From an optimization exercise on the open Yosys and OpenROAD flow, aimed at small area, a short achievable clock period and few clock cycles; shortcuts taken in it are not production practice. In this exercise RTL edits were held to simulation tests only and were not proved equivalent to the original.

run A:
==> flow/design.v (excerpt) <==
module bluenumi_led (
    input  wire        clk,
    input  wire        rst,           
    input  wire        cmd_valid,
    output wire        cmd_ready,
    input  wire [63:0] cmd_word,
    input  wire [31:0] cmd_now,       
    output wire        rsp_valid,
    output wire [3:0]  rsp_status,
    output wire [31:0] led_level      
);
    reg        led_en;
    reg        led_paused;
    reg        led_pattern;
    reg  [7:0] lvl [0:3];
    reg        rst_q;        
    reg        busy;         
    reg        phase;        
    reg        upd_q;        
    reg        rnz_q;        
    reg  [2:0] a_q;          
    reg  [1:0] t_q;          
    reg  [7:0] s2_q;         
    wire accept, ok, rnz, two_cyc, live_upd, is_pause, is_res, is_en, is_pat;
    wire b0 = cmd_word[0];
    wire last = busy & (~upd_q | ~led_pattern | phase);
    assign cmd_ready = ~busy;
    bn_resp u_resp (
        .rst(rst), .cmd_valid(cmd_valid), .cmd_word(cmd_word),
        .busy(busy), .last(last), .rnz_q(rnz_q), .led_en(led_en), .led_paused(led_paused),
        .rsp_valid(rsp_valid), .rsp_status(rsp_status),
        .accept(accept), .ok(ok), .rnz(rnz), .two_cyc(two_cyc), .live_upd(live_upd),
        .is_pause(is_pause), .is_res(is_res), .is_en(is_en), .is_pat(is_pat)
    );
    wire [29:0] A = cmd_now[31:2];
    wire [7:0]  S2;
    wire fold_t1 = A[0] ^ A[7] ^ A[14];
    wire fold_t2 = (A[0] & A[7]) | (A[0] & A[14]) | (A[7] & A[14]);
    wire fold_t3 = A[21] ^ A[28] ^ A[29];
    wire fold_t4 = (A[21] & A[28]) | (A[21] & A[29]) | (A[28] & A[29]);
    wire fold_t5 = A[1] ^ A[8] ^ A[7];
    wire fold_t6 = (A[1] & A[8]) | (A[1] & A[7]) | (A[8] & A[7]);
    wire fold_t7 = A[15] ^ A[22] ^ A[21];
    wire fold_t8 = (A[15] & A[22]) | (A[15] & A[21]) | (A[22] & A[21]);
    wire fold_t9 = A[2] ^ A[9] ^ A[8];
    wire fold_t10 = (A[2] & A[9]) | (A[2] & A[8]) | (A[9] & A[8]);
    wire fold_t11 = A[16] ^ A[23] ^ A[22];
  ...
clock: 30.0 ns
lec_check: 0
abc_area: 1
cap_margin: 20
core_margin: 2
core_utilization: 45
cts_buf_list: sky130_fd_sc_hd__clkbuf_8
cts_cluster_size: 40
place_density: 0.6
slew_margin: 20
synth_hierarchical: 1
synth_memory_max_bits: 131072
standard.sh (not shown) runs the stock make flow with config.mk's settings and CLKGATE_MAP_FILE= SYNTH_SCRIPT=/design/flow/synth_recipe.tcl, a recipe that flattens the netlist after the stock synthesis.
==> flow/flow/run.sh <==
#!/bin/bash
# The standard layout (standard.sh) with these changes:
# - the buffers that buffer_ports puts on every input and output port are
#   sky130_fd_sc_hd__buf_1 cells instead of the tool's default pick
#   (clkdlybuf4s50_1, a delay cell);
# - after the standard synthesis, the netlist's combinational logic is
#   improved without touching any register (same cells, same names):
#   flow/fa_polarity.py removes inverters around the full-adder cells (a full
#   adder is self-dual), then flow/remap.py maps the logic again with ABC
#   (flow/remap.abc, the standard dont_use list in flow/dontuse.txt), keeping
#   flip-flops, full-adder cells and the logic of the rsp_valid/rsp_status paths as
#   they are. The netlist computes the same function; the standard flow then
#   goes on from it.
# Logs: synth.log, standard.log (make's output), fa_polarity.log, remap.log
# (and the netlist's .remap.log beside it), and ORFS's own logs in orfs/logs.
set -euo pipefail
ARGS='BUFFER_PORTS_ARGS=-buffer_cell sky130_fd_sc_hd__buf_1'
R=orfs/results/${FLOW_PLATFORM:-sky130hd}/bluenumi_led/base
bash standard.sh "$ARGS" synth > synth.log 2>&1
python3 flow/fa_polarity.py "$R/1_2_yosys.v" > fa_polarity.log 2>&1
python3 flow/remap.py "$R/1_2_yosys.v" flow/remap.abc flow/dontuse.txt rsp_valid rsp_status > remap.log 2>&1
rm -f "$R/1_synth.odb" "$R/1_synth.sdc"
bash standard.sh "$ARGS" finish > standard.log 2>&1
==> flow/flow/remap.abc <==
strash
dch -f
map -D 3500
topo
stime -c
buffer -c
upsize -c -D 4200
dnsize -c -D 4200
Other scripts of this flow, unchanged in this note and not shown: flow/flow/dontuse.txt, flow/flow/fa_polarity.py, flow/flow/remap.py
Run A ran to completion and came out clean on the timing, design-rule and antenna checks.
Testbench counts of run A, summed over its fixed seeds: cycles 37,036.
The inputs of run B differ from those of run A as listed below.
Settings: a deleted CTS_CLUSTER_SIZE that had been 40; a deleted CTS_BUF_LIST that had been sky130_fd_sc_hd__clkbuf_8.
==> flow/flow/remap.abc <==
strash
dch -f
map -D 4000
topo
stime -c
buffer -c
upsize -c
dnsize -c
### Flow results
In run B, tap cell count is higher than in run A.
Compared with run A, run B improves routed wire length.
In run B, the worst setup slack came out 0.074 ns below the value in run A.
Edits applied to the flow inputs when going from run B to run C:
Settings: SLEW_MARGIN changed from 20 to 85; CTS_BUF_LIST newly set to sky130_fd_sc_hd__clkbuf_8.
==> flow/flow/remap.abc <==
strash
dch -f
map -D 3500
topo
stime -c
buffer -c
upsize -c -D 4200
dnsize -c -D 4200
--- outcome ---
- In run C relative to run B, largest net degree at the start of global routing had gone down by more than 10%.
- Compared to run B, run C has half-perimeter wire length of the detailed placement result about 18% higher.
- Total of fill cells in the finished design ends up lower on run C.
- Re via count: run C is 11% up on run B.
- Run C against run B: signed area change from the synthesized netlist to the final layout up 35 points.

port drivers added, routing unchanged:
The flow's constraints put no driver on any port. The routed layouts listed below were extracted and timed again, unchanged, in two steps. Step 1: set_driving_cell puts a clkbuf_16 on clk and a buf_2 on each other input, an assumption about the parent block. Step 2 moves the port delays by t, midway between the first and last clock arrival at a register: inputs arrive t later, outputs are due t later. That takes back most of the time a late clock gives input paths. Three values: no drivers, after step 1, after step 2; two values: the first two.
| run | t, ns | setup WS [ns] | clock arrival spread, ns |
|---|---|---|---|
| run A | 0.364 | 16.952 / 16.933 / 16.933 | 0.008 / 0.008 |
| run B | 0.336 | 16.879 / 16.839 / 16.948 | 0.006 / 0.006 |
| run C | 0.370 | 13.548 / 13.510 / 13.880 | 0.011 / 0.011 |
After both steps setup and hold are still met in every run listed. For run A, which loses most, drivers alone change the setup slack by -0.019 ns; drivers and shift together by -0.019 ns.
